Background: an optimization exercise with open tools, aiming at small area, a short achievable clock period and few clock cycles. Do not read the settings as production practice. No functional check of the RTL was part of any run shown here. Power and IR drop assume default switching activity.

### design/flow/flow/run.sh
#!/bin/bash
set -euo pipefail
bash standard.sh synth > synth.log 2>&1
bash standard.sh SETUP_SLACK_MARGIN=21 \
    "CTS_ARGS=-sink_clustering_enable -repair_clock_nets -dont_use_dummy_load" \
    finish > layout.log 2>&1
### design/flow/standard.sh
#!/bin/bash
# synth_recipe.tcl (not shown) runs the flow's synth.tcl, then flattens the netlist and writes it again
# the make line also repeats each setting of config.mk as NAME=value (left out here)
make -C /OpenROAD-flow-scripts/flow DESIGN_CONFIG=/design/flow/config.mk WORK_HOME=/design/flow/orfs CLKGATE_MAP_FILE= SYNTH_SCRIPT=/design/flow/synth_recipe.tcl "${@:-finish}"
### design/flow/constraint.sdc
create_clock -name core_clock -period 28.0 [get_ports {clk}]
set_input_delay 5.6000 -clock core_clock [delete_from_list [all_inputs] [get_ports {clk}]]
set_output_delay 5.6000 -clock core_clock [all_outputs]
set_load 0.01 [all_outputs]
### design/flow/design.v
module vm_muldiv (
    input  wire [1:0]  op,
    input  wire [63:0] a,
    input  wire [63:0] b,
    output wire [63:0] abs_a,
    output wire [63:0] abs_b,
    output wire        neg
);
    assign abs_a = a[63] ? (64'd0 - a) : a;
    assign abs_b = b[63] ? (64'd0 - b) : b;
    assign neg   = (op == 2'd2) ? a[63] : (a[63] ^ b[63]);
endmodule
module vm_lzc64 (
    input  wire [63:0] v,
    output wire [6:0]  z
);
    wire [63:0] v0 = v;
    wire [31:0] a1;  wire [31:0]  c1;
    wire [15:0] a2;  wire [31:0]  c2;
    wire [7:0]  a3;  wire [23:0]  c3;
    wire [3:0]  a4;  wire [15:0]  c4;
    wire [1:0]  a5;  wire [9:0]   c5;
    wire        a6;  wire [5:0]   c6;
    genvar g;
    generate
        for (g = 0; g < 32; g = g + 1) begin : l1
            assign a1[g] = v0[2*g+1] | v0[2*g];
            assign c1[g] = !v0[2*g+1];
        end
        for (g = 0; g < 16; g = g + 1) begin : l2
            assign a2[g] = a1[2*g+1] | a1[2*g];
            assign c2[2*g+1:2*g] = a1[2*g+1] ? {1'b0, c1[2*g+1]} : {1'b1, c1[2*g]};
        end
        for (g = 0; g < 8; g = g + 1) begin : l3
            assign a3[g] = a2[2*g+1] | a2[2*g];
            assign c3[3*g+2:3*g] = a2[2*g+1] ? {1'b0, c2[4*g+3:4*g+2]} : {1'b1, c2[4*g+1:4*g]};
        end
        for (g = 0; g < 4; g = g + 1) begin : l4
            assign a4[g] = a3[2*g+1] | a3[2*g];
            assign c4[4*g+3:4*g] = a3[2*g+1] ? {1'b0, c3[6*g+5:6*g+3]} : {1'b1, c3[6*g+2:6*g]};
        end
        for (g = 0; g < 2; g = g + 1) begin : l5
            assign a5[g] = a4[2*g+1] | a4[2*g];
            assign c5[5*g+4:5*g] = a4[2*g+1] ? {1'b0, c4[8*g+7:8*g+4]} : {1'b1, c4[8*g+3:8*g]};
        end
    endgenerate
    assign a6 = a5[1] | a5[0];
    assign c6 = a5[1] ? {1'b0, c5[9:5]} : {1'b1, c5[4:0]};
    assign z  = a6 ? {1'b0, c6} : 7'd64;
endmodule
module vm_fpu (
    input  wire        clk,
    input  wire        rst,
    input  wire        start,
    input  wire        hold,       
    input  wire [2:0]  op,
    input  wire [63:0] a,
    input  wire [63:0] b,
    output wire        soon,       
    output wire        done,
    output wire [63:0] result
);
    localparam [63:0] QNAN = 64'h7FF8000000000000;
    localparam [3:0] S_IDLE = 4'd0,
                     M_PREP = 4'd1, M_ITER = 4'd2, M_FIN = 4'd3,
                     F_A2 = 4'd4, F_A3 = 4'd5, F_A4 = 4'd6, F_RND = 4'd7,
                     F_SPEC = 4'd8,
                     D_SUBA = 4'd9, D_SET = 4'd10, D_IT = 4'd11, D_F1 = 4'd12,
                     D_F2 = 4'd13, D_SUBB = 4'd14, F_A4S = 4'd15;
    reg  [3:0]  state;
    reg  [63:0] A, B;           
    reg  [63:0] Q;              
    reg  [57:0] QM;             
    reg  [53:0] D;              
    reg  [13:0] E;              
    reg  [6:0]  cnt;
    reg         is_mul, is_div;
    reg         neg;            
    reg         sg;             
    reg         xge;            
    reg         esub;           
    reg         rovf, rzero;    
    reg         dst;            
    reg  [11:0] dab, dba;       
    reg  [6:0]  lza, lzb;       
    reg         mlast;          
    reg         yb;             
    reg         dlowq;          
    reg  [5:0]  qd;             
    reg  [1:0]  qsel;           
    reg  [63:0] res_q;          
    reg         res_v;
    wire is_int = !op[2];
    wire [63:0] abs_a, abs_b;
    wire        neg_s;
    vm_muldiv u_front (.op(op[1:0]), .a(a), .b(b), .abs_a(abs_a), .abs_b(abs_b), .neg(neg_s));
    wire        sx = a[63], sy = b[63];
    wire [10:0] ex = a[62:52], ey = b[62:52];
    wire        x_nan  = (ex == 11'h7FF) && (a[51:0] != 52'd0);
    wire        y_nan  = (ey == 11'h7FF) && (b[51:0] != 52'd0);
    wire        x_inf  = (ex == 11'h7FF) && (a[51:0] == 52'd0);
    wire        y_inf  = (ey == 11'h7FF) && (b[51:0] == 52'd0);
    wire        x_zero = (a[62:0] == 63'd0);
    wire [10:0] ea1 = (ex == 11'd0) ? 11'd1 : ex;
    wire [10:0] eb1 = (ey == 11'd0) ? 11'd1 : ey;
    wire        y_zero = (b[62:0] == 63'd0);
    reg  [63:0] add_spec;
    reg         add_is_spec;
    always @(*) begin
        add_is_spec = 1'b1;
        add_spec    = 64'd0;
        if (x_nan || y_nan || (x_inf && y_inf && (sx != sy))) add_spec = QNAN;
        else if (x_inf)              add_spec = a;
        else if (y_inf)              add_spec = b;
        else if (x_zero && y_zero)   add_spec = {sx & sy, 63'd0};
        else if (x_zero)             add_spec = b;
        else if (y_zero)             add_spec = a;
        else                         add_is_spec = 1'b0;
    end
    wire        d_sign = sx ^ sy;
    reg  [63:0] div_spec;
    reg         div_is_spec;
    always @(*) begin
        div_is_spec = 1'b1;
        div_spec    = 64'd0;
        if (x_nan || y_nan || (x_inf && y_inf)) div_spec = QNAN;
        else if (x_inf)                         div_spec = {d_sign, 11'h7FF, 52'd0};
        else if (y_inf || x_zero)               div_spec = {d_sign, 63'd0};
        else                                    div_is_spec = 1'b0;
    end
    wire [52:0] nm_in = (state == D_SUBB) ? {1'b0, B[51:0]} : {1'b0, A[51:0]};
    wire [63:0] lz1_in = (state == S_IDLE) ? abs_a :
                         (state == F_A4)   ? {A[55:0], 8'hFF} :
                                             {nm_in, 11'h7FF};
    wire [6:0]  lz1, lz2;
    vm_lzc64 u_lz1 (.v(lz1_in), .z(lz1));
    vm_lzc64 u_lz2 (.v(abs_b), .z(lz2));
    wire [6:0]  sdiff = lzb - lza;           
    wire [56:0] nsum   = A[56:0];
    wire        n_full = ({4'd0, lz1} < E[10:0]);
    wire [63:0] shl_in  = (state == M_PREP) ? B :
                          (state == F_A4 || state == F_A4S) ? {8'd0, A[55:0]} :
                                              {11'd0, nm_in};
    wire [5:0]  shl_amt = (state == M_PREP) ? sdiff[5:0] :
                          (state == F_A4S)  ? (E[5:0] - 6'd1) : lz1[5:0];
    wire [63:0] shl_out = shl_in << shl_amt;
    wire [63:0] big = xge ? A : B;
    wire [63:0] sml = xge ? B : A;
    wire [10:0] eb  = (big[62:52] == 11'd0) ? 11'd1 : big[62:52];
    wire [10:0] es  = (sml[62:52] == 11'd0) ? 11'd1 : sml[62:52];
    wire [55:0] mb  = {(big[62:52] != 11'd0), big[51:0], 3'b000};
    wire [55:0] ms  = {(sml[62:52] != 11'd0), sml[51:0], 3'b000};
    wire [11:0] dexp = xge ? dab : dba;
    wire [55:0] dsig  = Q[54] ? {Q[54:0], dst} : {Q[53:0], dst, 1'b0};
    wire [13:0] dexpv = Q[54] ? E : (E - 14'd1);
    wire        dovf  = !dexpv[13] && (dexpv >= 14'd2047);
    wire        dlow  = dexpv[13] || (dexpv == 14'd0);
    wire [13:0] dsh   = 14'd1 - dexpv;
    wire        fa2     = (state == F_A2);
    wire [55:0] shr_in  = fa2 ? ms : dsig;
    wire        shr_big = fa2 ? (dexp > 12'd55) : (dsh > 14'd55);
    wire [5:0]  shr_amt = fa2 ? dexp[5:0] : dsh[5:0];
    wire [55:0] shr_sh  = shr_in >> shr_amt;
    wire        shr_st  = shr_big ? (|shr_in) : (|(shr_in & ~({56{1'b1}} << shr_amt)));
    wire [55:0] shr_out = {(shr_big ? 55'd0 : shr_sh[55:1]), (shr_big ? 1'b0 : shr_sh[0]) | shr_st};
    wire [2:0]  btrip = {Q[1:0], yb};
    wire        bone  = (btrip == 3'b001) || (btrip == 3'b010) ||
                        (btrip == 3'b101) || (btrip == 3'b110);
    wire        btwo  = (btrip == 3'b011) || (btrip == 3'b100);
    wire        bneg  = btrip[2] && (btrip != 3'b111);
    wire [63:0] bmag  = btwo ? {B[62:0], 1'b0} : (bone ? B : 64'd0);
    wire [63:0] bterm = bneg ? ~bmag : bmag;
    wire        mfin  = (state == M_FIN) || (state == M_PREP);
    wire [63:0] vres  = (state == M_PREP) ? (is_div ? 64'd0 : A) : (is_div ? Q : A);
    reg  [63:0] ax, ay;
    reg         ac;
    always @(*) begin
        case (state)
            S_IDLE: begin ax = {1'b0, a[62:0]}; ay = ~{1'b0, b[62:0]}; ac = 1'b1; end
            M_ITER: begin ax = A; ay = is_mul ? bterm : ~B; ac = is_mul ? bneg : 1'b1; end
            F_A3:   begin ax = {8'd0, A[55:0]}; ay = {8'd0, B[55:0]} ^ {64{esub}}; ac = esub; end
            D_F1:   begin ax = {7'd0, A[56:0]}; ay = {7'd0, B[56:0]}; ac = 1'b0; end
            default: begin ax = 64'd0; ay = neg ? ~vres : vres; ac = neg; end
        endcase
    end
    wire [64:0] sum = {1'b0, ax} + {1'b0, ay} + {64'd0, ac};
    function [1:0] srt_sel;
        input [56:0] s;
        input [56:0] c;
        reg   [3:0]  y;
        begin
            y = s[55:52] + c[55:52];
            srt_sel = {!y[3], y[3] && (y != 4'b1111)};    
        end
    endfunction
    function [57+57-1:0] srt_apply;
        input [56:0] s;
        input [56:0] c;
        input [53:0] d;
        input        qp;
        input        qn;
        reg   [56:0] s2, c2, yv;
        begin
            s2 = {s[55:0], 1'b0};
            c2 = {c[55:0], 1'b0};
            yv = qp ? ~{3'b000, d} : (qn ? {3'b000, d} : 57'd0);
            srt_apply = {s2 ^ c2 ^ yv,
                         (((s2 & c2) | (s2 & yv) | (c2 & yv)) << 1) | {56'd0, qp}};
        end
    endfunction
    wire [113:0] sa1 = srt_apply(A[56:0], B[56:0], D, qsel[1], qsel[0]);
    wire [1:0]   q2  = srt_sel(sa1[113:57], sa1[56:0]);
    wire [113:0] sa2 = srt_apply(sa1[113:57], sa1[56:0], D, q2[1], q2[0]);
    wire [1:0]   q3  = srt_sel(sa2[113:57], sa2[56:0]);
    wire [113:0] sa3 = srt_apply(sa2[113:57], sa2[56:0], D, q3[1], q3[0]);
    wire [1:0]   q4  = srt_sel(sa3[113:57], sa3[56:0]);
    wire [56:0]  w0_a = {4'd0, 1'b1, a[51:0]};
    wire [56:0]  w0_A = {4'd0, 1'b1, A[51:0]};
    wire [53:0]  d_b  = {1'b1, b[51:0], 1'b0};
    wire [53:0]  d_B  = {1'b1, B[51:0], 1'b0};
    wire [113:0] su_a = srt_apply(w0_a, 57'd0, d_b, 1'b1, 1'b0);
    wire [113:0] su_A = srt_apply(w0_A, 57'd0, d_B, 1'b1, 1'b0);
    wire [3:0]  qv = ({4{qd[5]}} & 4'd4) - ({4{qd[4]}} & 4'd4) +
                     ({4{qd[3]}} & 4'd2) - ({4{qd[2]}} & 4'd2) +
                     ({4{qd[1]}} & 4'd1) - ({4{qd[0]}} & 4'd1);
    wire [3:0]  qv1 = qv - 4'd1;
    wire [57:0] q_next  = {(qv[3] ? QM[54:0] : Q[54:0]), qv[2:0]};
    wire [57:0] qm_next = {((qv[3] || qv == 4'd0) ? QM[54:0] : Q[54:0]), qv1[2:0]};
    wire [56:0] W      = sum[56:0];
    wire        wneg   = W[56];
    wire [56:0] Sx     = A[56:0], Cx = B[56:0];
    wire [56:0] Dx     = {3'b000, D};
    wire        wzero  = ((Sx ^ Cx) == {(Sx[55:0] | Cx[55:0]), 1'b0});
    wire [56:0] s3     = Sx ^ Cx ^ Dx;
    wire [56:0] c3     = {((Sx[55:0] & Cx[55:0]) | (Sx[55:0] & Dx[55:0]) | (Cx[55:0] & Dx[55:0])), 1'b0};
    wire        wdzero = ((s3 ^ c3) == {(s3[55:0] | c3[55:0]), 1'b0});
    wire        rdf = (state == D_F2);
    wire [55:0] rs  = rdf ? dsig : A[55:0];
    wire [10:0] ref0 = rdf ? (dexpv[10:0] - 11'd1) : E[10:0];
    wire        rov = rdf ? dovf : rovf;
    wire        rz  = rdf ? 1'b0 : rzero;
    wire        rup = rs[2] & (rs[1] | rs[0] | rs[3]);
    wire [53:0] rm  = {1'b0, rs[55:3]} + {53'd0, rup};
    wire [10:0] rfield = ref0 + {9'd0, rm[53:52]};
    wire [63:0] rres = rz  ? 64'd0 :
                       rov ? {sg, 11'h7FF, 52'd0} : {sg, rfield, rm[51:0]};
    wire m_short = (state == M_PREP) && !is_mul && (lza > lzb);
    wire m_last  = mlast;
    wire m_early = (state == M_ITER) && m_last && !neg;
    wire [63:0] m_early_res = is_mul ? sum[63:0] :
                              is_div ? {Q[62:0], sum[64]} :
                              (sum[64] ? sum[63:0] : A);
    wire        done_c   = (state == M_FIN) || m_short || m_early || (state == F_RND) ||
                           (state == F_SPEC) || ((state == D_F2) && !dlowq);
    assign soon = done_c;
    wire [63:0] result_c = (state == F_SPEC) ? A :
                           (state == M_ITER) ? m_early_res :
                           (state == M_FIN || state == M_PREP) ? sum[63:0] : rres;
    assign done   = res_v;
    assign result = res_q;
    always @(posedge clk) begin
        if (done_c) res_q <= result_c;
        if (rst) begin
            res_v <= 1'b0;
        end else if (done_c) begin
            res_v <= 1'b1;
        end else if (!hold) begin
            res_v <= 1'b0;
        end
        if (rst) begin
            state <= S_IDLE;
        end else begin
            case (state)
                S_IDLE: if (start) begin
                    if (is_int) begin
                        is_mul <= (op[1:0] == 2'd0);
                        is_div <= (op[1:0] == 2'd1);
                        neg    <= neg_s;
                        A      <= abs_a;
                        B      <= abs_b;
                        lza    <= lz1;
                        lzb    <= lz2;
                        state  <= M_PREP;
                    end else if (!op[0]) begin
                        if (add_is_spec) begin
                            A <= add_spec;
                            state <= F_SPEC;
                        end else begin
                            A   <= a;
                            B   <= b;
                            xge <= sum[64];
                            dab <= {1'b0, ea1} - {1'b0, eb1};
                            dba <= {1'b0, eb1} - {1'b0, ea1};
                            state <= F_A2;
                        end
                    end else if (div_is_spec) begin
                        A <= div_spec;
                        state <= F_SPEC;
                    end else if (ex == 11'd0 || ey == 11'd0) begin
                        A <= a;
                        B <= b;
                        E <= 14'd0;
                        state <= (ex == 11'd0) ? D_SUBA : D_SUBB;
                    end else begin
                        A  <= {7'd0, su_a[113:57]};
                        B  <= {7'd0, su_a[56:0]};
                        D  <= d_b;
                        Q  <= 64'd0;
                        QM <= {58{1'b1}};
                        qd <= 6'b000010;   
                        qsel <= srt_sel(su_a[113:57], su_a[56:0]);
                        E  <= {3'd0, ex} - {3'd0, ey} + 14'd1023;
                        sg <= d_sign;
                        cnt <= 7'd17;
                        state <= D_IT;
                    end
                end
                M_PREP: begin
                    if (is_mul) begin
                        if (lza >= lzb) begin
                            Q <= A;
                        end else begin
                            Q <= B;
                            B <= A;
                        end
                        A <= 64'd0;
                        mlast <= ((lza >= lzb) ? lza : lzb) >= 7'd63;
                        yb    <= 1'b0;
                        state <= ((lza == 7'd64) || (lzb == 7'd64)) ? M_FIN : M_ITER;
                    end else if (lza > lzb) begin
                        state <= S_IDLE;
                    end else begin
                        Q   <= 64'd0;
                        B   <= shl_out;
                        cnt <= sdiff;
                        mlast <= (lza == lzb);
                        state <= M_ITER;
                    end
                end
                M_ITER: begin
                    if (is_mul) begin
                        A <= sum[63:0];
                        B <= {B[61:0], 2'b00};
                        Q <= {2'b00, Q[63:2]};
                        yb <= Q[1];
                        mlast <= (Q[63:3] == 61'd0);
                        if (m_last) state <= neg ? M_FIN : S_IDLE;
                    end else begin
                        if (sum[64]) A <= sum[63:0];
                        Q <= {Q[62:0], sum[64]};
                        B <= {1'b0, B[63:1]};
                        cnt <= cnt - 7'd1;
                        mlast <= (cnt == 7'd1);
                        if (m_last) state <= neg ? M_FIN : S_IDLE;
                    end
                end
                F_A2: begin
                    A[55:0] <= mb;
                    B[55:0] <= shr_out;
                    E    <= {3'd0, eb};
                    sg   <= big[63];
                    esub <= A[63] ^ B[63];
                    state <= F_A3;
                end
                F_A3: begin
                    A[56:0] <= sum[56:0];
                    state <= F_A4;
                end
                F_A4: begin
                    if (nsum[56] || n_full) begin
                        A[55:0] <= nsum[56] ? {nsum[56:2], nsum[1] | nsum[0]} : shl_out[55:0];
                        E[10:0] <= nsum[56] ? E[10:0] : (E[10:0] - {4'd0, lz1} - 11'd1);
                    end
                    rovf    <= nsum[56] && (E[10:0] == 11'd2046);
                    rzero   <= (nsum == 57'd0);
                    state   <= (nsum[56] || n_full) ? F_RND : F_A4S;
                end
                F_A4S: begin
                    A[55:0] <= shl_out[55:0];
                    E[10:0] <= 11'd0;
                    state   <= F_RND;
                end
                D_SUBA: begin
                    A[62:52] <= 11'd1;
                    A[51:0]  <= shl_out[51:0];
                    E <= E - {7'd0, lz1};
                    state <= (B[62:52] == 11'd0) ? D_SUBB : D_SET;
                end
                D_SUBB: begin
                    B[62:52] <= 11'd1;
                    B[51:0]  <= shl_out[51:0];
                    E <= E + {7'd0, lz1};
                    state <= D_SET;
                end
                D_SET: begin
                    A  <= {7'd0, su_A[113:57]};
                    B  <= {7'd0, su_A[56:0]};
                    D  <= d_B;
                    Q  <= 64'd0;
                    QM <= {58{1'b1}};
                    qd <= 6'b000010;
                    qsel <= srt_sel(su_A[113:57], su_A[56:0]);
                    E  <= E + {3'd0, A[62:52]} - {3'd0, B[62:52]} + 14'd1023;
                    sg <= A[63] ^ B[63];
                    cnt <= 7'd17;
                    state <= D_IT;
                end
                D_IT: begin
                    cnt <= cnt - 7'd1;
                    if (cnt == 7'd0) state <= D_F1;
                end
                D_F1: begin
                    Q[57:0] <= wneg ? qm_next : q_next;
                    dlowq   <= (wneg ? qm_next[54] : q_next[54]) ? (E[13] || E == 14'd0)
                                                               : (E[13] || E == 14'd0 || E == 14'd1);
                    dst     <= wneg ? !wdzero : !wzero;
                    state   <= D_F2;
                end
                D_F2: begin
                    A[55:0] <= shr_out;
                    E[10:0] <= 11'd0;
                    rovf    <= 1'b0;
                    rzero   <= 1'b0;
                    state   <= dlowq ? F_RND : S_IDLE;
                end
                default: state <= S_IDLE;    
            endcase
            if (state == D_IT) begin
                A[56:0] <= sa3[113:57];
                B[56:0] <= sa3[56:0];
                Q[57:0] <= q_next;
                QM      <= qm_next;
                qd      <= {qsel, q2, q3};
                qsel    <= q4;
            end
        end
    end
endmodule
module vm_core (
    input  wire        clk,
    input  wire        rst,
    input  wire [15:0] code_len,
    input  wire [16:0] pool_len,
    output wire [15:0] imem_addr,
    input  wire [63:0] imem_data,
    output wire [15:0] cp_index,
    input  wire [1:0]  cp_kind,
    input  wire [63:0] cp_value,
    input  wire [15:0] cp_window,
    input  wire [15:0] cp_nret,
    output reg         emit_valid,
    output reg         emit_ret,
    output reg  [1:0]  emit_tag,
    output reg  [63:0] emit_data,
    output reg         halted,
    output reg  [2:0]  res_kind,
    output reg  [15:0] res_ip,
    output reg  [2:0]  res_depth
);
    localparam RF_SIZE = 16;
    localparam [1:0] T_INV = 2'd0, T_INT = 2'd1, T_FLT = 2'd2;
    localparam [1:0] K_JMP = 2'd2;
    localparam [2:0] R_NORMAL = 3'd0, F_LOAD = 3'd1, F_INDEX = 3'd2,
                     F_TYPE = 3'd3, F_ARITH = 3'd4, F_STACK = 3'd5,
                     F_DECODE = 3'd6;
    localparam [2:0] P_CHECK = 3'd0, P_RUN = 3'd1,
                     P_COPY = 3'd4, P_RETOUT = 3'd5, P_HALT = 3'd6;
    function legal_op;
        input [7:0] o;
        begin
            case (o)
                8'h00, 8'h01, 8'h02,
                8'h10, 8'h11, 8'h12, 8'h13, 8'h14, 8'h15,
                8'h20, 8'h21, 8'h30, 8'h31,
                8'h40, 8'h41, 8'h42, 8'h44, 8'h45, 8'h46,
                8'h48, 8'h49, 8'h4A, 8'h4C, 8'h4D, 8'h4E,
                8'h50, 8'h51: legal_op = 1'b1;
                default:      legal_op = 1'b0;
            endcase
        end
    endfunction
    function [15:0] onehot4;
        input [3:0] s;
        begin
            onehot4 = 16'd1 << s;
        end
    endfunction
    reg [2:0]  phase;
    reg [15:0] cl;                  
    reg [16:0] pl;                  
    reg [1:0]  rf_tag  [0:RF_SIZE-1];
    reg [63:0] rf_data [0:RF_SIZE-1];
    reg [1:0]  dep;                 
    reg [4:0]  fbase, fsize, fnret, fretdst;
    reg [15:0] fcbase;
    reg [15:0] s_ip     [0:2];
    reg [4:0]  s_base   [1:2];
    reg [4:0]  s_size   [1:2];
    reg [4:0]  s_nret   [1:2];
    reg [4:0]  s_retdst [1:2];
    reg [15:0] s_cbase  [1:2];
    reg [15:0] pc;                  
    reg [4:0]  fbase_f;             
    reg        ir_v;
    reg [63:0] ir;
    reg [15:0] ip_f;                
    reg [15:0] cpi;                 
    reg        ir_last;             
    reg        ir_end;              
    reg [15:0] selP, selQ, selW;    
    reg        x_v;
    reg [7:0]  x_op;
    reg [15:0] x_ip;
    reg        x_end;
    reg [63:0] xr_a, xr_b;          
    reg [1:0]  xr_ta, xr_tb;        
    reg        x_bypA, x_bypB;      
    reg [15:0] x_selW;
    reg        x_rbad;              
    reg        x_cbad;              
    reg        x_taken;             
    reg        x_jconst;            
    reg [15:0] x_jt;                
    reg [16:0] x_jlo;               
    reg        x_jhi;               
    reg [15:0] x_ca, x_cb;          
    reg        x_khi0;              
    reg [4:0]  x_kwin, x_knret;     
    wire [63:0] au_result;
    reg         au_flt;
    wire [63:0] x_a  = x_bypA ? au_result : xr_a;
    wire [63:0] x_b  = x_bypB ? au_result : xr_b;
    wire [1:0]  x_ta = x_bypA ? (au_flt ? 2'd2 : 2'd1) : xr_ta;
    wire [1:0]  x_tb = x_bypB ? (au_flt ? 2'd2 : 2'd1) : xr_tb;
    reg        au_busy;
    reg [15:0] au_dst;
    reg [15:0] csrc, cdst;          
    reg [4:0]  cleft;
    wire [63:0] fw   = imem_data;
    wire [7:0]  fop  = fw[7:0];
    wire        f_jmp  = (fop[7:4] == 4'h4) && (fop[1:0] != 2'b11);
    wire        f_usea = (fop == 8'h01) || (f_jmp && fop[1:0] != 2'b00);
    wire [3:0]  f_sa = fbase_f[3:0] + fw[11:8];
    wire [3:0]  f_sb = fbase_f[3:0] + fw[27:24];
    wire [3:0]  f_sc = fbase_f[3:0] + fw[43:40];
    wire [15:0] f_cidx = (fop == 8'h50) ? fw[55:40] :
                         (f_jmp && fop[1:0] == 2'b00) ? fw[23:8] : fw[47:32];
    wire [15:0] pc_inc = pc + 16'd1;
    assign imem_addr = pc;
    assign cp_index  = cpi;
    wire [7:0]  op  = ir[7:0];
    wire [55:0] arg = ir[63:8];
    wire [23:0] ba  = ir[31:8];
    wire [31:0] bb  = ir[63:32];
    wire [15:0] ca  = ir[23:8];
    wire [15:0] cb  = ir[39:24];
    wire [15:0] cc  = ir[55:40];
    wire is_jump = (op[7:4] == 4'h4) && (op[1:0] != 2'b11);
    wire j_rel   = op[3];
    wire j_const = op[2];
    wire j_cond  = (op[1:0] != 2'b00);
    wire cidx_hi  = (op == 8'h50) ? 1'b0 :
                    (is_jump && !j_cond) ? (arg[55:16] != 40'd0) :
                                           (bb[31:16] != 16'd0);
    wire cidx_bad = cidx_hi || ({1'b0, cpi} >= pl);
    reg chk_cidx;
    always @(*) begin
        case (op)
            8'h02, 8'h45, 8'h46, 8'h4D, 8'h4E: chk_cidx = 1'b1;
            8'h44, 8'h4C, 8'h50:               chk_cidx = 1'b1;
            default:                           chk_cidx = 1'b0;
        endcase
    end
    wire bad_a   = (ca[15:5] != 11'd0) || (ca[4:0] >= fsize);
    wire bad_b   = (cb[15:5] != 11'd0) || (cb[4:0] >= fsize);
    wire bad_c   = (cc[15:5] != 11'd0) || (cc[4:0] >= fsize);
    wire bad_ba  = (ba[23:5] != 19'd0) || (ba[4:0] >= fsize);
    wire bad_arg = (arg[55:5] != 51'd0) || (arg[4:0] >= fsize);
    reg  rbad;
    always @(*) begin
        case (op)
            8'h01:                              rbad = bad_arg;
            8'h02, 8'h41, 8'h42, 8'h45, 8'h46,
            8'h49, 8'h4A, 8'h4D, 8'h4E:         rbad = bad_ba;
            8'h15:                              rbad = bad_a | bad_b;
            8'h10, 8'h11, 8'h12, 8'h13, 8'h14,
            8'h20, 8'h21, 8'h30, 8'h31:         rbad = bad_a | bad_b | bad_c;
            default:                            rbad = 1'b0;
        endcase
    end
    reg  [16:0] j_lo;
    reg         j_hi_ok;
    always @(*) begin
        if (!j_cond) begin
            if (j_rel) begin
                j_lo    = arg[16:0];
                j_hi_ok = (arg[55:16] == 40'd0) || (arg[55:16] == {40{1'b1}});
            end else begin
                j_lo    = {1'b0, arg[15:0]};
                j_hi_ok = (arg[55:16] == 40'd0);
            end
        end else begin
            if (j_rel) begin
                j_lo    = bb[16:0];
                j_hi_ok = (bb[31:16] == 16'd0) || (bb[31:16] == 16'hFFFF);
            end else begin
                j_lo    = {1'b0, bb[15:0]};
                j_hi_ok = (bb[31:16] == 16'd0);
            end
        end
    end
    wire [15:0] j_base   = j_rel ? pc : fcbase;            
    wire [17:0] j_target = {2'b00, j_base} + {j_lo[16], j_lo};
    wire        copying = (phase == P_COPY) || (phase == P_RETOUT);
    wire        x_cr    = (phase == P_RUN) && x_v && !x_end && (x_op == 8'h50 || x_op == 8'h51);
    wire        x_copy0 = x_cr && (x_ca != 16'd0);
    wire [15:0] csrc_x  = onehot4(fbase[3:0] + x_cb[3:0]);
    wire [15:0] rselP = copying ? csrc : (x_copy0 ? csrc_x : selP);
    reg  [63:0] vP, vQ;
    reg  [1:0]  tP, tQ;
    integer k;
    always @(*) begin
        vP = 64'd0; vQ = 64'd0; tP = 2'd0; tQ = 2'd0;
        for (k = 0; k < RF_SIZE; k = k + 1) begin
            vP = vP | (rf_data[k] & {64{rselP[k]}});
            tP = tP | (rf_tag[k]  & {2{rselP[k]}});
            vQ = vQ | (rf_data[k] & {64{selQ[k]}});
            tQ = tQ | (rf_tag[k]  & {2{selQ[k]}});
        end
    end
    reg        w_en;
    reg [15:0] w_oh;
    reg [1:0]  w_tag;
    reg [63:0] w_data;
    wire       fwdP = w_en && ((w_oh & selP) != 16'd0);
    wire       fwdQ = w_en && ((w_oh & selQ) != 16'd0);
    wire [63:0] rP  = fwdP ? w_data : vP;
    wire [1:0]  rtP = fwdP ? w_tag  : tP;
    wire [63:0] rQ  = fwdQ ? w_data : vQ;
    wire [1:0]  rtQ = fwdQ ? w_tag  : tQ;
    wire        r_guard = (vP != 64'd0);
    wire        r_taken = !j_cond || (op[0] ? r_guard : !r_guard);
    wire        r_usesP = (op == 8'h01) || (is_jump && j_cond) ||
                          (op[7:4] == 4'h1) || (op[7:4] == 4'h2) || (op[7:4] == 4'h3);
    wire        r_usesQ = (op[7:4] == 4'h1 && op != 8'h15) || (op[7:4] == 4'h2) || (op[7:4] == 4'h3);
    wire        r_writes = (op == 8'h02) || (op[7:4] == 4'h1) || (op[7:4] == 4'h2) || (op[7:4] == 4'h3);
    wire        r_serial = (op == 8'h12 || op == 8'h13 || op == 8'h14 || op == 8'h20 ||
                            op == 8'h21 || op == 8'h50 || op == 8'h51);
    wire        au_pend = au_go || (au_busy && !au_wr);
    wire [15:0] au_pdst = au_go ? x_selW : au_dst;
    wire        r_rawP  = r_usesP && ((selP & au_pdst) != 16'd0);
    wire        r_rawQ  = r_usesQ && ((selQ & au_pdst) != 16'd0);
    wire        r_waw   = r_writes && ((selW & au_pdst) != 16'd0);
    wire        r_early = au_busy && au_soon && !au_go && !r_waw &&
                          !(op == 8'h50 || op == 8'h51) && !(is_jump && j_cond);
    wire        r_auhaz = au_pend && (r_serial || r_rawP || r_rawQ || r_waw) && !r_early;
    wire        r_haz   = (is_jump && j_cond && fwdP) || r_auhaz;
    wire xo_add = (x_op == 8'h10);
    wire xo_neg = (x_op == 8'h15);
    wire xo_flt = (x_op == 8'h31);
    wire [63:0] alu_x = xo_neg ? 64'd0 : (xo_flt ? {1'b0, x_a[62:0]} : x_a);
    wire [63:0] alu_y = xo_add ? x_b : (xo_neg ? ~x_a : (xo_flt ? ~{1'b0, x_b[62:0]} : ~x_b));
    wire [63:0] alu_s = alu_x + alu_y + {63'd0, !xo_add};
    wire        lt_res = (x_a[63] != x_b[63]) ? x_a[63] : alu_s[63];
    wire fb_nan = (x_a[62:52] == 11'h7FF) && (x_a[51:0] != 52'd0);
    wire fc_nan = (x_b[62:52] == 11'h7FF) && (x_b[51:0] != 52'd0);
    wire f_bothzero = (x_a[62:0] == 63'd0) && (x_b[62:0] == 63'd0);
    wire f_eqmag = (x_a[62:0] == x_b[62:0]);
    reg  flt_res;
    always @(*) begin
        if (fb_nan || fc_nan || f_bothzero)
            flt_res = 1'b0;
        else if (x_a[63] != x_b[63])
            flt_res = x_a[63];
        else if (!x_a[63])
            flt_res = alu_s[63];                   
        else
            flt_res = !alu_s[63] && !f_eqmag;      
    end
    wire [17:0] xj_t  = x_jconst ? ({2'b00, x_jt} + {x_jlo[16], x_jlo}) : {2'b00, x_jt};
    wire        xj_ok = x_jhi && (xj_t[17:16] == 2'b00) && (xj_t[15:0] < cl);
    wire [16:0] run_end  = {1'b0, x_cb} + {1'b0, x_ca};
    wire        run_bad  = (x_ca != 16'd0) && (run_end > {12'd0, fsize});
    wire [4:0]  call_nb  = fbase + fsize;
    wire [5:0]  call_top = {1'b0, call_nb} + {1'b0, x_kwin};
    wire [4:0]  c_base   = (dep == 2'd1) ? 5'd0 : s_base[dep == 2'd3 ? 2 : 1];
    wire [4:0]  c_size   = (dep == 2'd1) ? 5'd8 : s_size[dep == 2'd3 ? 2 : 1];
    wire [16:0] rdst_end = {12'd0, fretdst} + {1'b0, x_ca};
    wire [4:0]  sat_cb   = (x_cb > 16'd17) ? 5'd17 : x_cb[4:0];
    wire [15:0] cdst_x   = (x_op == 8'h50) ? onehot4(call_nb[3:0]) :
                                             onehot4(c_base[3:0] + fretdst[3:0]);
    wire [15:0] x_ipn    = x_ip + 16'd1;
    wire        xrun  = (phase == P_RUN) && x_v && !x_end;
    wire        xo_au = (x_op == 8'h12 || x_op == 8'h13 || x_op == 8'h14 ||
                         x_op == 8'h20 || x_op == 8'h21);
    wire        au_go = xrun && xo_au;
    wire [2:0]  au_op = (x_op == 8'h12) ? 3'd0 : (x_op == 8'h13) ? 3'd1 :
                        (x_op == 8'h14) ? 3'd2 : {2'b10, x_op[0]};
    wire        x_wr  = xrun && (x_op == 8'h02 || x_op == 8'h10 || x_op == 8'h11 ||
                                 x_op == 8'h15 || x_op == 8'h30 || x_op == 8'h31);
    wire        au_done, au_soon;
    wire        au_wr = au_busy && au_done && !x_wr;
    vm_fpu u_au (
        .clk(clk), .rst(rst), .start(au_go), .hold(x_wr), .op(au_op),
        .a(x_a), .b(x_b), .soon(au_soon), .done(au_done), .result(au_result)
    );
    reg [2:0] x_fault;
    always @(*) begin
        x_fault = 3'd0;
        if (!legal_op(x_op)) begin
            x_fault = F_DECODE;
        end else begin
            case (x_op)
                8'h00: ;
                8'h01: begin
                    if (x_rbad) x_fault = F_INDEX;
                    else if (x_ta != T_INT && x_ta != T_FLT) x_fault = F_TYPE;
                end
                8'h02: begin
                    if (x_rbad) x_fault = F_INDEX;
                    else if (x_cbad) x_fault = F_INDEX;
                    else if (x_tb[1]) x_fault = F_TYPE;
                end
                8'h10, 8'h11, 8'h12, 8'h13, 8'h14, 8'h30: begin
                    if (x_rbad) x_fault = F_INDEX;
                    else if (x_ta != T_INT || x_tb != T_INT) x_fault = F_TYPE;
                    else if ((x_op == 8'h13 || x_op == 8'h14) && x_b == 64'd0) x_fault = F_ARITH;
                end
                8'h15: begin
                    if (x_rbad) x_fault = F_INDEX;
                    else if (x_ta != T_INT) x_fault = F_TYPE;
                end
                8'h20, 8'h21, 8'h31: begin
                    if (x_rbad) x_fault = F_INDEX;
                    else if (x_ta != T_FLT || x_tb != T_FLT) x_fault = F_TYPE;
                    else if (x_op == 8'h21 && x_b[62:0] == 63'd0) x_fault = F_ARITH;
                end
                8'h50: begin
                    if (run_bad) x_fault = F_INDEX;
                    else if (x_cbad) x_fault = F_INDEX;
                    else if (x_tb != K_JMP) x_fault = F_TYPE;
                    else if (!x_khi0 || x_jt >= cl) x_fault = F_INDEX;
                    else if (x_ca > {11'd0, x_kwin}) x_fault = F_INDEX;
                    else if (dep == 2'd3) x_fault = F_STACK;
                    else if (call_top > 6'd16) x_fault = F_STACK;
                end
                8'h51: begin
                    if (run_bad) x_fault = F_INDEX;
                    else if (dep != 2'd0) begin
                        if ({11'd0, fnret} != x_ca) x_fault = F_INDEX;
                        else if (x_ca != 16'd0 && rdst_end > {12'd0, c_size}) x_fault = F_INDEX;
                    end
                end
                default: begin  
                    if (x_op[1:0] != 2'b00 && x_rbad) x_fault = F_INDEX;
                    else if (x_op[2] && x_cbad) x_fault = F_INDEX;
                    else if (x_op[1:0] != 2'b00 && x_ta != T_INT) x_fault = F_TYPE;
                    else if (x_op[2] && x_tb != K_JMP) x_fault = F_TYPE;
                    else if (x_taken && !xj_ok) x_fault = F_INDEX;
                end
            endcase
        end
    end
    wire x_single = !(x_op == 8'h50 || x_op == 8'h51);
    wire x_free = (phase == P_RUN) && (!x_v || x_single);
    wire r_go = (phase == P_RUN) &&
                ir_v && x_free && !r_haz;
    wire r_jump  = r_go && is_jump && r_taken;
    wire f_load  = (phase == P_CHECK) || (!ir_v || r_go);
    always @(*) begin
        w_en   = 1'b0;
        w_oh   = x_selW;
        w_tag  = T_INT;
        w_data = alu_s;
        case (phase)
            P_RUN: begin
                w_en = x_wr || au_wr || (x_copy0 && (x_op == 8'h50 || dep != 2'd0));
                if (au_wr) begin
                    w_oh = au_dst; w_tag = au_flt ? T_FLT : T_INT; w_data = au_result;
                end else case (x_op)
                    8'h50, 8'h51: begin w_oh = cdst_x; w_tag = tP; w_data = vP; end
                    8'h02: begin w_tag = x_tb[0] ? T_FLT : T_INT; w_data = x_b; end
                    8'h30: w_data = {63'd0, lt_res};
                    8'h31: w_data = {63'd0, flt_res};
                    default: ;
                endcase
            end
            P_COPY: begin
                w_en = 1'b1; w_oh = cdst; w_tag = tP; w_data = vP;
            end
            default: ;
        endcase
    end
    wire        call_ok = xrun && (x_op == 8'h50) && (x_fault == 3'd0);
    reg [RF_SIZE-1:0] clr;
    always @(*) begin
        for (k = 0; k < RF_SIZE; k = k + 1)
            clr[k] = call_ok &&
                     ({1'b0, k[4:0]} >= {1'b0, call_nb}) &&
                     ({1'b0, k[4:0]} < call_top);
    end
    always @(posedge clk) begin
        for (k = 0; k < RF_SIZE; k = k + 1) begin
            if (rst)
                rf_tag[k] <= T_INV;
            else if (w_en && w_oh[k])
                rf_tag[k] <= w_tag;
            else if (clr[k])
                rf_tag[k] <= T_INV;
            if (w_en && w_oh[k])
                rf_data[k] <= w_data;
        end
    end
    task halt_with;
        input [2:0]  kind;
        input [15:0] at;
        input [2:0]  d;
        begin
            phase     <= P_HALT;
            halted    <= 1'b1;
            res_kind  <= kind;
            res_ip    <= at;
            res_depth <= d;
        end
    endtask
    always @(posedge clk) begin
        cl <= code_len;
        pl <= pool_len;
        emit_valid <= 1'b0;
        emit_ret   <= 1'b0;
        emit_tag   <= (copying || x_copy0) ? tP : x_ta;
        emit_data  <= (copying || x_copy0) ? vP : x_a;
        if (rst) begin
            phase   <= P_CHECK;
            pc      <= 16'd0;
            ir_v    <= 1'b0;
            x_v     <= 1'b0;
            au_busy <= 1'b0;
            halted  <= 1'b0;
            res_kind  <= R_NORMAL;
            res_ip    <= 16'd0;
            res_depth <= 3'd0;
            dep     <= 2'd0;
            fbase   <= 5'd0;
            fbase_f <= 5'd0;
            fsize   <= 5'd8;
            fcbase  <= 16'd0;
        end else begin
            if (au_go) au_busy <= 1'b1;
            else if (au_wr) au_busy <= 1'b0;
            if (phase != P_HALT && f_load) begin
                ir      <= imem_data;
                ir_v    <= 1'b1;
                ip_f    <= pc;
                cpi     <= f_cidx;
                ir_last <= (pc_inc == cl);
                ir_end  <= (pc >= cl);
                selP    <= onehot4(f_usea ? f_sa : f_sb);
                selQ    <= onehot4(f_sc);
                selW    <= onehot4(f_sa);
                pc      <= (phase == P_CHECK && pc_inc == cl) ? 16'd0 : pc_inc;
            end
            x_ip    <= ip_f;
            x_end   <= ir_end;
            xr_a    <= rP;
            xr_ta   <= rtP;
            xr_b    <= (op == 8'h02) ? cp_value : rQ;
            xr_tb   <= (op == 8'h02 || op == 8'h50 || (is_jump && j_const)) ? cp_kind : rtQ;
            x_bypA  <= r_early && r_rawP;
            x_bypB  <= r_early && r_rawQ;
            x_rbad  <= rbad;
            x_cbad  <= cidx_bad;
            x_taken <= is_jump && r_taken;
            x_jconst <= j_const;
            x_jt    <= (op == 8'h50) ? cp_value[15:0] :
                       j_const ? j_base : j_target[15:0];
            x_jlo   <= cp_value[16:0];
            x_jhi   <= j_const ? ((cp_value[63:16] == 48'd0) || (cp_value[63:16] == {48{1'b1}}))
                               : (j_hi_ok && (j_target[17:16] == 2'b00));
            x_ca    <= ca;
            x_cb    <= cb;
            x_khi0  <= (cp_value[63:16] == 48'd0);
            x_kwin  <= (cp_window > 16'd17) ? 5'd17 : cp_window[4:0];
            x_knret <= (cp_nret > 16'd17) ? 5'd17 : cp_nret[4:0];
            if (r_go) begin
                x_v     <= 1'b1;
                x_op    <= op;
                x_selW  <= selW;
                if (r_jump) begin
                    ir_v <= 1'b0;
                    if (!j_const) pc <= j_target[15:0];
                end
                if (op == 8'h50) begin
                    ir_v    <= 1'b0;
                    pc      <= cp_value[15:0];
                    fbase_f <= fbase + fsize;
                end
                if (op == 8'h51 && dep != 2'd0) begin
                    ir_v    <= 1'b0;
                    pc      <= s_ip[dep - 2'd1];
                    fbase_f <= (dep == 2'd1) ? 5'd0 : s_base[dep - 2'd1];
                end
            end else if (x_free) begin
                x_v <= 1'b0;
            end
            case (phase)
                P_CHECK: begin
                    if (cl == 16'd0) begin
                        halt_with(F_LOAD, 16'd0, 3'd0);
                    end else if (ir_v) begin
                        if (!legal_op(op) || (chk_cidx && cidx_bad))
                            halt_with(F_LOAD, ip_f, 3'd0);
                        else if (ir_last)
                            phase <= P_RUN;
                    end
                end
                P_RUN: if (x_v) begin
                    if (x_end) begin
                        halt_with(R_NORMAL, x_ip, {1'b0, dep} + 3'd1);
                    end else if (x_fault != 3'd0) begin
                        halt_with(x_fault, x_ip, {1'b0, dep} + 3'd1);
                    end else begin
                        case (x_op)
                            8'h01: begin
                                emit_valid <= 1'b1;
                            end
                            8'h12, 8'h13, 8'h14, 8'h20, 8'h21: begin
                                au_dst <= x_selW;
                                au_flt <= x_op[5];
                            end
                            8'h50: begin
                                s_ip[dep] <= x_ipn;
                                if (dep != 2'd0) begin
                                    s_base[dep]   <= fbase;
                                    s_size[dep]   <= fsize;
                                    s_cbase[dep]  <= fcbase;
                                    s_nret[dep]   <= fnret;
                                    s_retdst[dep] <= fretdst;
                                end
                                dep     <= dep + 2'd1;
                                fbase   <= call_nb;
                                fsize   <= x_kwin;
                                fcbase  <= x_jt;
                                fnret   <= x_knret;
                                fretdst <= sat_cb;
                                x_v     <= 1'b0;
                                csrc    <= {csrc_x[14:0], csrc_x[15]};
                                cdst    <= {cdst_x[14:0], cdst_x[15]};
                                cleft   <= x_ca[4:0] - 5'd1;
                                if (x_ca > 16'd1) phase <= P_COPY;
                            end
                            8'h51: begin
                                csrc  <= {csrc_x[14:0], csrc_x[15]};
                                cleft <= x_ca[4:0] - 5'd1;
                                x_v   <= 1'b0;
                                if (dep == 2'd0) begin
                                    if (x_ca != 16'd0) begin
                                        emit_valid <= 1'b1;
                                        emit_ret   <= 1'b1;
                                    end
                                    if (x_ca <= 16'd1)
                                        halt_with(R_NORMAL, x_ip, 3'd1);
                                    else
                                        phase <= P_RETOUT;
                                end else begin
                                    cdst  <= {cdst_x[14:0], cdst_x[15]};
                                    dep   <= dep - 2'd1;
                                    if (dep == 2'd1) begin
                                        fbase  <= 5'd0;
                                        fsize  <= 5'd8;
                                        fcbase <= 16'd0;
                                    end else begin
                                        fbase   <= s_base[dep - 2'd1];
                                        fsize   <= s_size[dep - 2'd1];
                                        fcbase  <= s_cbase[dep - 2'd1];
                                        fnret   <= s_nret[dep - 2'd1];
                                        fretdst <= s_retdst[dep - 2'd1];
                                    end
                                    if (x_ca > 16'd1) phase <= P_COPY;
                                end
                            end
                            default: begin
                                if (x_taken && x_jconst) begin
                                    pc   <= xj_t[15:0];
                                    ir_v <= 1'b0;
                                end
                            end
                        endcase
                    end
                end
                P_COPY: begin
                    csrc  <= {csrc[14:0], csrc[15]};
                    cdst  <= {cdst[14:0], cdst[15]};
                    cleft <= cleft - 5'd1;
                    if (cleft == 5'd1) phase <= P_RUN;
                end
                P_RETOUT: begin
                    emit_valid <= 1'b1;
                    emit_ret   <= 1'b1;
                    csrc  <= {csrc[14:0], csrc[15]};
                    cleft <= cleft - 5'd1;
                    if (cleft == 5'd1)
                        halt_with(R_NORMAL, x_ip, 3'd1);
                end
                default: ;  
            endcase
        end
    end
endmodule
### design/flow/config.mk
export PLATFORM = sky130hd
export DESIGN_NAME = vm_core
export DESIGN_NICKNAME = vm_core
export VERILOG_FILES = /design/flow/design.v
export SDC_FILE = /design/flow/constraint.sdc
export NUM_CORES = 8
export LEC_CHECK = 0
export CAP_MARGIN = 40
export CORE_MARGIN = 2
export CORE_UTILIZATION = 30
export PLACE_DENSITY = 0.45
export SLEW_MARGIN = 40
==> results of run 1 <==
## cells in the final DEF, fill, tap and decap left out, drive strengths merged, types with 58 or more instances in the layout
cell type and instances:
a211oi 247, a21o 207, a21oi 1757, a221o 64, a221oi 581, a22o 382
a22oi 435, a31oi 217, and2 97, and3 79, buf 1591, clkbuf 312
clkdlybuf4s50 182, dfxtp 217, diode 63, edfxtp 2051, fa 251, ha 644
inv 850, mux2 187, mux2i 744, nand2 1379, nand2b 163, nand3 333
nand4 271, nor2 1821, nor2b 108, nor3 371, nor4 145, o211ai 173
o21a 88, o21ai 1259, o221ai 154, o22a 64, o22ai 320, or2 58
or3 74, xnor2 460, xor2 262
## timing repair
action	in CTS	in global routing
gates cloned	69	18
resized for setup	1781	489
buffers inserted	390	174
endpoints found under the setup margin	1919	1031
pin swaps	260	250
## synthesized netlist by cell type, drive strengths merged (320+ instances only)
cell / count / area, um^2
nor2: 1820 / 6830
o22ai: 320 / 2000
mux2i: 744 / 7460
a22oi: 435 / 3270
nand3: 333 / 1670
clkbuf: 1259 / 4730
a22o: 382 / 3350
nand2: 1379 / 5180
o21ai: 1258 / 6310
ha: 644 / 8060
inv: 854 / 3210
xnor2: 460 / 4030
nor3: 371 / 1870
a21oi: 1757 / 8800
edfxtp: 2051 / 61600
a221oi: 581 / 5090
## final timing paths
path / startpoint / endpoint / slack [ns] / depth (start not counted)
worst max-delay path: x_bypA$_DFFE_PN_ / u_au.B[31]$_DFFE_PP_ / 20.20 / 29
worst min-delay path: ip_f[7]$_DFFE_PP_ / x_ip[7]$_DFFE_PN_ / 0.43 / 0
worst max register to register: x_bypA$_DFFE_PN_ / u_au.B[31]$_DFFE_PP_ / 20.20 / 29
worst min register to register: ip_f[7]$_DFFE_PP_ / x_ip[7]$_DFFE_PN_ / 0.43 / 0
## final cells by class
class	count	area [um^2]	area share (%)
diodes	63	158	0.0750
clock buffers	292	7310	3.47
inverters	883	3420	1.62
multi-input cells	14200	105000	49.8
flip-flops and latches	2268	66100	31.4
well taps	7533	9430	4.48
repair buffers	1839	19000	9.05
repair inverters	2	12.5	0.00595
## state kept, by name, indices dropped and copies added (netlist names), 17 cells and up, named ones only
name and count:
xr_a 64, u_au.res_q 64, s_ip 48, emit_data 64, u_au.B 64, rf_data 1024, pl 17, u_au.D 52
rf_tag 32, u_au.Q 64, xr_b 64, x_jlo 17, u_au.QM 55, ir 64, s_cbase 32, u_au.A 64
## routing by layer
layer	routed length, um	track usage (%)
met1	440000	47.7
met2	459000	52.9
met3	148000	13.2
met4	93600	23.8
met5	680	0.0165
## cells by family (layout without fill, tap and decap cells)
family,count (synthesis),count (layout),share of synthesized area [%]
AO/OA/AOI/OAI,6514,6519,25.2
AND/OR/NAND/NOR,5107,5113,13.8
buffers and inverters,2427,3016,5.40
flip-flops,2268,2268,38.4
multiplexers,957,957,5.92
adder cells (fa/ha/maj),898,898,7.64
XOR/XNOR,723,723,3.70
other,0,63,0
## report_power, final
part	switching (uW)	leakage (uW)	total, uW	internal [uW]
clock network	1510	0.00360	3330	1820
registers	262	0.0203	4960	4700
logic	5690	0.0526	8550	2870
total	7460	0.0765	16800	9380
## stage by stage
step | area (um^2) | instances
after floorplan | 173000 | 18900
after global placement | 187000 | 26100
after detailed placement | 188000 | 26100
after CTS | 206000 | 26800
after global routing | 210000 | 27000
final | 210000 | 27100
==> run_results.csv, run 1 <==
group,metric,value,unit
status,outcome,"finished clean",
job,max_cap_viol_count,0,
synth,ys_warn_count,4,
synth,ys_seq_area_share,38.4,%
global_route,antenna_found_initial,113,
synth,ys.flop_type,"edfxtp_1",
sta,worstMarginPinSlew,1.12,ns
finish,finalCoreUtilization,36.9,%
pwr,power.total,16800,uW
pwr,p_leak,0.0765,uW
setup_path,end_kind,"flop",
synth,synth_edf_count,2051,
setup_path,cp_top_family,"compound AO/OA/AOI/OAI gates",
pwr,power.density,80.1,nW/um^2
drt,dr.pass1.iters,10,
clocking,h-tree-depth,5,
sta,max-slew-margin-rel,24.7,%
synth,synth-seq-cells,2268,
min_path,hold_path.class,"reg -> reg",
die,ios,320,
clocking,hold_buffers,0,
clocking,cts_buffers,292,
pwr,worst_ir_drop_vdd,0.0000685,V
die,rows,277,
placement,gp_congestion,1.05,
sta,grt_setup_unrepaired,"true",
global_route,track_usage,37.3,%
drt,wl_per_cell,42.2,um
sta,fin_skew,0.133,ns
clocking,clock_path_buffers,4,
die,core_area,569000,um^2
sta,hold_viol,0,
die,die_area,578000,um^2
placement,portBuffers,319,
setup_path,crit_arrival,8.47,ns
synth,synth.net_count,20000,
finish,nNetsFinal,20600,
synth,yosysUniqueCellTypes,113,
sta,fin_crit,7.80,ns
drt,routed_via_density,6.63,
setup_path,critPathMostFrequentCell,"buf_12",
global_route,grt_overflow_total,0,
placement,hpwl,811000,um
drt,wirelength,1140000,um
clocking,cts_sinks,2268,
setup_path,critPathMaxStageDelay,0.76,ns
sta,fmax,0.128,GHz
setup_path,crit_buf_inv,10,
setup_path,crit_required,28.66,ns
global_route,first_global_vias,165000,
drt,antenna_left,0,
die,die_x,760,um
clocking,clkTransAtPathRegs,0.06,ns
synth,avgSynthCellArea,9.08,um^2
finish,area_growth,22.6,%
drt,drc_errors,0,
clocking,clkLatencyLatePin,1.02,ns
clocking,cts_tree,"done",
drt,dr.first_iter.drc_count,29200,
sta,setup_slack,20.20,ns
drt,num_vias,180000,
sta,whs,0.428,ns
synth,postSynthCellCount,18900,
synth,synthesis.area,172000,um^2
clocking,cts_root_buffer,"clkbuf_16",
die,start_util,30.1,%
global_route,grt_pass1_wl,1500000,um
sta,setup_viol,0,
setup_path,crit_type,"reg -> reg",
setup_path,path_max_fanout,8,
finish,drive_above_1_share,18.5,%
global_route,grt_max_degree,131,
sta,finalSetupTns,0,ns
synth,synthArstFlopShare,0,%
setup_path,startpoint_type,"flop",
setup_path,slowest_stage,"o211ai_1",
die,fp.dieH,760,um
finish,fillers,57700,
sta,slew_viol_final,0,
sta,post-route-period-util,27.9,%
placement,dp_worst_setup_slack,17.27,ns
==> run 2, diff against run 1 <==
==> design/flow/flow/run.sh (replaced) <==
#!/bin/bash
set -euo pipefail
bash standard.sh synth > synth.log 2>&1
bash standard.sh SETUP_SLACK_MARGIN=21 \
    "CTS_ARGS=-sink_clustering_enable -repair_clock_nets -dont_use_dummy_load -buf_list {sky130_fd_sc_hd__clkbuf_4 sky130_fd_sc_hd__clkbuf_8}" \
    finish > layout.log 2>&1
==> run 2 against run 1 <==
Compared with the run above: cell count up 0.51%; largest power group unchanged; power shrank 2.9%; sequential share of layout area grew 0.18 points; clock power fell by 16%; highest routed layer unchanged; critical path type unchanged; first-iteration DRC count fell by 0.12%; count of clock-buffer cells in the layout rose by 136; routed wire length up 0.12%; hold slack gained 0.013 ns; combinational power rose by 0.5%; synthesized cell count unchanged.
==> run_results.csv, run 2 <==
group,metric,value,unit
synth,synthesis.area,172000,um^2
setup_path,rr_worst_depth,26,
sta,setup_viol,0,
setup_path,rr_endpoint,"u_au.A[46]$_DFFE_PP_",
synth,synth_top_area_share,35.9,%
clocking,cts_buffers,428,
global_route,grt_max_degree,131,
setup_path,r2r_slack,20.19,ns
drt,dr.pass1.iters,11,
die,die_area,578000,um^2
synth,avgSynthCellArea,9.08,um^2
sta,max-slew-margin-rel,25.6,%
clocking,hold_buffers,0,
synth,synth_edf_count,2051,
sta,worstMarginPinSlew,1.11,ns
pwr,worst_ir_drop_vdd,0.0000592,V
synth,postSynthCellCount,18900,
sta,setup_slack,20.19,ns
setup_path,crit_type,"reg -> reg",
synth,synth.net_count,20000,
setup_path,crit_arrival,8.78,ns
drt,wl_per_cell,42.0,um
global_route,grt_use_met2,52.9,%
sta,finalSetupTns,0,ns
finish,nNetsFinal,20700,
drt,routed_via_density,6.61,
clocking,cts_root_buffer,"clkbuf_8",
global_route,grt_overflow_total,0,
clocking,clock_path_buffers,4,
sta,slew_viol_final,0,
global_route,grt_pass1_wl,1500000,um
drt,wirelength,1140000,um
min_path,hold_path_depth,0,
finish,drive_above_1_share,19.2,%
sta,fmax,0.128,GHz
global_route,busiest_layer,"met2",
min_path,hold_start,"selW[2]$_SDFFCE_PP0P_",
global_route,use_met3,13.3,%
setup_path,crit_required,28.98,ns
drt,dr.first_iter.drc_count,29200,
clocking,clkTransAtPathRegs,0.06,ns
die,ios,320,
min_path,hold_path.class,"reg -> reg",
pwr,power.total,16300,uW
synth,ys.flop_type,"edfxtp_1",
setup_path,path_max_fanout,6,
placement,hpwl,811000,um
finish,seq_area,66100,um^2
synth,ys_top_cells_by_count,"edfxtp_1, nor2_1, a21oi_1",
finish,area_growth,21.9,%
finish,final_common_cell,"edfxtp_1",
global_route,first_global_vias,166000,
placement,portBuffers,319,
job,max_cap_viol_count,0,
sta,post-route-period-util,27.9,%
finish,final_area,209000,um^2
synth,synth-seq-cells,2268,
pwr,p_leak,0.0760,uW
synth,ys_top_cells_by_area,"edfxtp_1, a21oi_1, ha_1",
synth,synthArstFlopShare,0,%
global_route,antenna_found_initial,104,
finish,multi_input_area,105000,um^2
synth,yosysMostFrequentCell,"edfxtp_1",
sta,whs,0.440,ns
finish,largest_reg_flops,1024,
synth,synth_top_cell_by_area,"edfxtp_1",
die,start_util,30.1,%
clocking,h-tree-depth,5,
die,core_area,569000,um^2
sta,fin_crit,7.81,ns
status,outcome,"finished clean",
die,fp.dieH,760,um
clocking,cts_tree,"done",
synth,ys_warn_count,4,
placement,place_area,188000,um^2
synth,ys_seq_area_share,38.4,%
finish,layout_common_cells,"edfxtp_1, nor2_1, a21oi_1",
setup_path,startpoint_type,"flop",
finish,top_register,"rf_data",
die,rows,277,
clocking,clkLatencyLatePin,1.25,ns
finish,fillers,57900,
clocking,cts_sinks,2268,
die,die_x,760,um
synth,yosysUniqueCellTypes,113,
sta,grt_setup_unrepaired,"true",
placement,gp_congestion,1.05,
drt,num_vias,180000,
setup_path,end_kind,"flop",
global_route,gr-usage-met1,47.8,%
setup_path,timing.rr.start,"x_bypA$_DFFE_PN_",
sta,fin_skew,0.210,ns
sta,hold_viol,0,
min_path,min_delay_worst_endpoint,"x_selW[2]$_DFFE_PP_",
pwr,power.density,78.2,nW/um^2
global_route,track_usage,37.3,%
drt,antenna_left,0,
placement,dp_worst_setup_slack,17.27,ns
drt,drc_errors,0,
-- run 2: critical path: stages, from the launching register on --
cell and delay (ns):
edfxtp_1 0.45, buf_6 0.16, buf_12 0.14, mux2i_4 0.22
ha_2 0.23, or4b_4 0.49, a222oi_1 0.43, buf_4 0.26
nand3_4 0.18, o21ai_4 0.22, xnor2_2 0.18, a31oi_2 0.15
or4b_4 0.59, or3_4 0.35, o211ai_1 0.76, a21oi_4 0.11
buf_12 0.20, a31oi_4 0.31, buf_6 0.17, buf_4 0.11
nor2_4 0.05, a221o_1 0.39, mux2_4 0.33, mux4_2 0.60
nor3_4 0.27, a2111oi_2 0.09, o21ai_1 0.17
-- run 2: cells by family after synthesis --
family          share of synthesized area, %
mux                                     5.92
simple gates                            13.8
flops                                   38.4
buf+inv                                 5.40
xor+xnor                                3.70
compound gates                          25.2
fa+ha+maj                               7.64
-- run 2: how the worst max path moves through the flow --
stage                                start              endpoint  slack (ns)  cells past startpoint
after detailed placement  x_bypA$_DFFE_PN_  u_au.B[50]$_DFFE_PP_       17.27                     22
after floorplan                        rst      cpi[0]$_DFFE_PP_       18.16                      3
after global placement    x_bypA$_DFFE_PN_  u_au.B[50]$_DFFE_PP_       17.23                     22
after global routing      x_bypA$_DFFE_PN_  u_au.B[31]$_DFFE_PP_       20.20                     30
final                     x_bypA$_DFFE_PN_  u_au.A[46]$_DFFE_PP_       20.19                     26
after CTS                 x_bypA$_DFFE_PN_  u_au.B[17]$_DFFE_PP_       20.41                     27
-- run 2: timing repair --
action,CTS,global route
pin swaps,263,228
resized for setup,1808,472
cloned,70,16
endpoints found under the setup margin,1914,1051
hold endpoints to repair,0,0
buffers inserted,437,145
-- run 2: routing by layer --
metal  wire length [um]  part of all wire [%]
met5                609                 0.053
met4              93700                   8.2
met3             150000                    13
met2             459000                    40
met1             441000                    39
-- run 2: area by class of cell --
class                   instances  share of cell area (%)
multi-input cells           14200                    50.1
flip-flops and latches       2268                    31.6
repair buffers               1859                    9.23
well taps                    7533                    4.51
clock buffers                 428                    2.82
inverters                     883                    1.63
diodes                         48                  0.0574
-- run 2: through the flow --
step                      util [%]  cells
after global placement        32.9  26100
after detailed placement      33.1  26100
after global routing          36.7  27200
final                         36.7  27200
after floorplan                  -  18900
after CTS                     36.0  27000
-- run 2: power breakdown --
part	internal (uW)	switching [uW]	total (uW)
clock	1330	1470	2800
combinational	2890	5700	8590
sequential	4700	263	4960

## afterwards: timing with drivers on the ports
In the flow no input, the clock included, has a driving cell. The finished layouts below were timed again as built, in two steps. Step 1 sets driving cells, clkbuf_16 on the clock port and buf_2 on the other inputs (assumed; they add their load-dependent delay and slew). Step 2 moves the port delays by t, midway between the first and last clock arrival at a register: inputs arrive t later, outputs are due t later. That takes back most of the time a late clock gives input paths. Slacks: ideal / step 1 / step 2; pairs: ideal / step 1.
run | t, ns | slack for setup (ns) | hold slack, ns | cell pins on the clock port's net
run 1 | 1.087 | 20.198 / 20.198 / 19.921 | 0.428 / 0.428 / 0.428 | 1
run 2 | 1.284 | 20.193 / 20.193 / 19.752 | 0.440 / 0.440 / 0.440 | 1
After both steps every run listed still meets setup and hold. The setup slack of run 2, which loses most, moves by 0.000 ns with the drivers and by -0.441 ns with both steps.
